Source: an optimization exercise on an open RTL-to-GDS flow (aim: small area, a short achievable clock period and few clock cycles). Production flows keep margins and buffers that such runs may drop. Function was checked by simulation only, so behaviour that the tests miss may differ from the original. Power is estimated from default activity; no workload was simulated.

==> flow/design.v (excerpt) <==
module l2w_crypt (
    input  wire        clk,
    input  wire        rst,       
    input  wire        req,       
    input  wire        we,        
    input  wire        wide,      
    input  wire [12:0] addr,      
    input  wire [31:0] wdata,
    output reg  [31:0] rdata,
    output reg         err,
    output wire        irq
);
Settings: LEC_CHECK=0, ABC_CLOCK_PERIOD_IN_PS=4000, CAP_MARGIN=20, CORE_MARGIN=2, CORE_UTILIZATION=50, CTS_BUF_LIST=sky130_fd_sc_hd__clkbuf_8, CTS_CLUSTER_DIAMETER=60, CTS_CLUSTER_SIZE=16, PLACE_DENSITY=0.65, SETUP_SLACK_MARGIN=5, SLEW_MARGIN=20; clock period 10.0 ns.
run.sh (not shown) runs the stock make flow with config.mk's settings and CLKGATE_MAP_FILE= SYNTH_SCRIPT=/design/flow/synth_recipe.tcl, a recipe that flattens the netlist after the stock synthesis.
Testbench counts at the start, summed over its fixed seeds: cycles 30,896.
Change:
--- a/flow/design.v
+++ b/flow/design.v
@@ -32,19 +32,18 @@
     reg  [2047:0] ram;            
     reg  [4:0]  state;
     reg  [7:0]  e_wa;             
     reg  [7:0]  jt;               
     reg  [5:0]  lq [0:3];         
     reg  [1:0]  lr;               
     reg  [6:0]  cnt;              
     reg  [6:0]  xs;               
     reg  [5:0]  xc;               
-    reg         tap;              
     reg  [1:0]  mph;              
     reg  [31:0] acc, ra_w, rb_w, rt_w;
     reg         ofirst;           
     reg         ckc_valid;        
     reg         ckc_ok;           
     reg  [15:0] kmask;            
     reg         xcp;              
     reg  [31:0] kx;               
     reg  [31:0] kw_r, ks_r;       
@@ -185,19 +184,19 @@
     always @(*) begin
         e_we = 1'b0;
         e_wd = 32'b0;
         case (state)
             S_CKE:   begin e_we = (op == 4'd7); e_wd = acc; end
             S_OEL:   begin e_we = !ofirst; e_wd = oe_w; end
             S_OEW:   begin e_we = 1'b1; e_wd = oe_w; end
             S_OTL:   begin e_we = 1'b1; e_wd = acc; end
             S_ODL:   begin e_we = 1'b1; e_wd = od_w; end
-            S_XSH:   begin e_we = tap ? (xs >= NW / 2) : (xs >= NW); e_wd = chain_out; end
+            S_XSH:   begin e_we = (xs >= NW); e_wd = chain_out; end
             S_ME:    begin e_we = (cnt != 7'd0); e_wd = m_hi_p; end
             S_MO:    begin e_we = (cnt != 7'd0); e_wd = m_lo_p; end
             default: ;
         endcase
     end
     wire       h_ram_we = req && we && is_ram && !(wide && addr[1:0] != 2'b00) && !busy;
     wire       e_wen    = busy && e_we;
     wire [1:0] e_wr     = e_wa[1:0];
     wire [7:0] h_hi = {8{h_ram_we}} & (8'd1 << addr[7:5]);
@@ -225,19 +224,19 @@
                 wire en = (h_hi[gw / 8] && h_lo[gl][gw % 8]) ||
                           (e_hw[gl][gw / 8] && e_lo[gl][gw % 8]);
                 always @(posedge clk)
                     if (en) ram[32*gw + 8*gl +: 8] <= wl_d[gl];
             end
         end
     endgenerate
     reg  [31:0] cx [0:NCORE-1];
     reg  [31:0] cy [0:NCORE-1];
-    assign chain_out = tap ? cx[NCORE / 2] : cx[0];
+    assign chain_out = cx[0];
     genvar gk;
     generate
         for (gk = 0; gk < NCORE; gk = gk + 1) begin : g_core
             wire [31:0] yy   = cy[gk];
             wire [31:0] mix  = ((yy << 4) ^ (yy >> 5)) + yy;
             wire [31:0] ynew = cx[gk] + (mix ^ kx) + {31'b0, dec};
             wire [31:0] nxt;
             if (gk == NCORE - 1) begin : g_tail
                 assign nxt = rw;
@@ -371,19 +370,18 @@
                 4'd3: begin
                           if (s) valid[1] <= 1'b0; else valid[0] <= 1'b0;
                           finish(R_OK, 1'b0);
                       end
                 4'd4, 4'd5:
                       if (nblk == 6'd0) finish(R_OK, 1'b0);
                       else begin
                           xs <= 7'd0;
                           xc <= xc0;
-                          tap <= (nblk <= NCORE / 2);
                           acc <= 32'b0;
                           e_wa <= dec ? a_off4 : off8;
                           state <= S_XSH;
                       end
                 4'd6, 4'd7: begin
                           acc <= 32'b0; cnt <= sz[8:2] - 7'd1; e_wa <= a_tail;
                           state <= S_CKF;
                       end
                 4'd8: begin
@@ -445,37 +443,37 @@
                 acc <= o_sum;
                 ra_w <= rw; e_wa <= e_wa - 8'd4;
                 cnt <= cnt - 7'd1;
                 if (cnt == 7'd1) finish(R_OK, 1'b0);
                 else o_sub <= 1'b1;
             end
             S_XSH: begin
                 xs <= xs + 7'd1;
                 xc <= xc - 6'd1;
-                if (tap ? (xs >= NW / 2) : (xs >= NW)) begin
+                if (xs >= NW) begin
                     if (dec) e_wa <= xs[0] ? e_wa + 8'd12 : e_wa - 8'd4;
                     else     e_wa <= e_wa + 8'd4;
                     acc <= acc ^ chain_out;
                 end
                 if (xc == 6'd1) begin
                     if (xs + 7'd1 <= nwrd) begin cnt <= 7'd0; xcp <= 1'b1; state <= S_XCP; end
                     else begin
                         finish(R_OK, 1'b0);
                         if (dec && sz[2:0] == 3'd0) begin
                             ckc_valid <= 1'b1;
                             ckc_ok    <= ((acc ^ chain_out) == 32'b0);
                         end
                     end
                 end
             end
             S_XCP: begin
                 cnt <= cnt + 7'd1;
-                if (cnt == 7'd63) begin xc <= tap ? NW / 2 : NW; state <= S_XSH; end
+                if (cnt == 7'd63) begin xc <= NW; state <= S_XSH; end
                 else xcp <= 1'b1;
             end
             S_MPRE: begin
                 mph <= mph + 2'd1;
                 case (mph)
                     2'd0: begin rt_w <= rw; jt <= a_52; end
                     2'd1: begin acc <= rt_w ^ rw; jt <= off8; end
                     default: begin
                         rt_w <= rw; e_wa <= a_60;
=> The changed run went through all stages and came out clean; via count is higher slightly; design area barely changes; clock power is higher by a few percent; hold slack is worse by 0.014 ns; power went down by a few percent; flip-flop and latch count decreases by 1; register-to-register slack gets better by 0.31 ns.
Testbench counts after the change, summed over its fixed seeds: cycles 31,200.

## static timing again, ports no longer ideal
In the flow no input, the clock included, has a driving cell. The finished layouts below were timed again as built, in two steps. Step 1: set_driving_cell puts a clkbuf_16 on clk and a buf_2 on each other input, an assumption about the parent block. Step 2 also shifts input and output timing later by t, the mid clock arrival at the registers, as if the neighbouring blocks saw the same clock. Three values: no drivers, after step 1, after step 2; two values: the first two.
run	t (ns)	setup WS [ns]	clock arrival spread, ns	worst register clock-pin slew, ns	cell pins on the clock port's net
the first run	1.204	4.616 / 4.616 / 3.796	0.158 / 0.158	0.12 / 0.12	1
the second run	1.220	4.922 / 4.867 / 3.834	0.162 / 0.162	0.11 / 0.11	1
After both steps setup and hold are still met in every run listed. For the second run, which loses most, drivers alone change the setup slack by -0.055 ns; drivers and shift together by -1.088 ns.
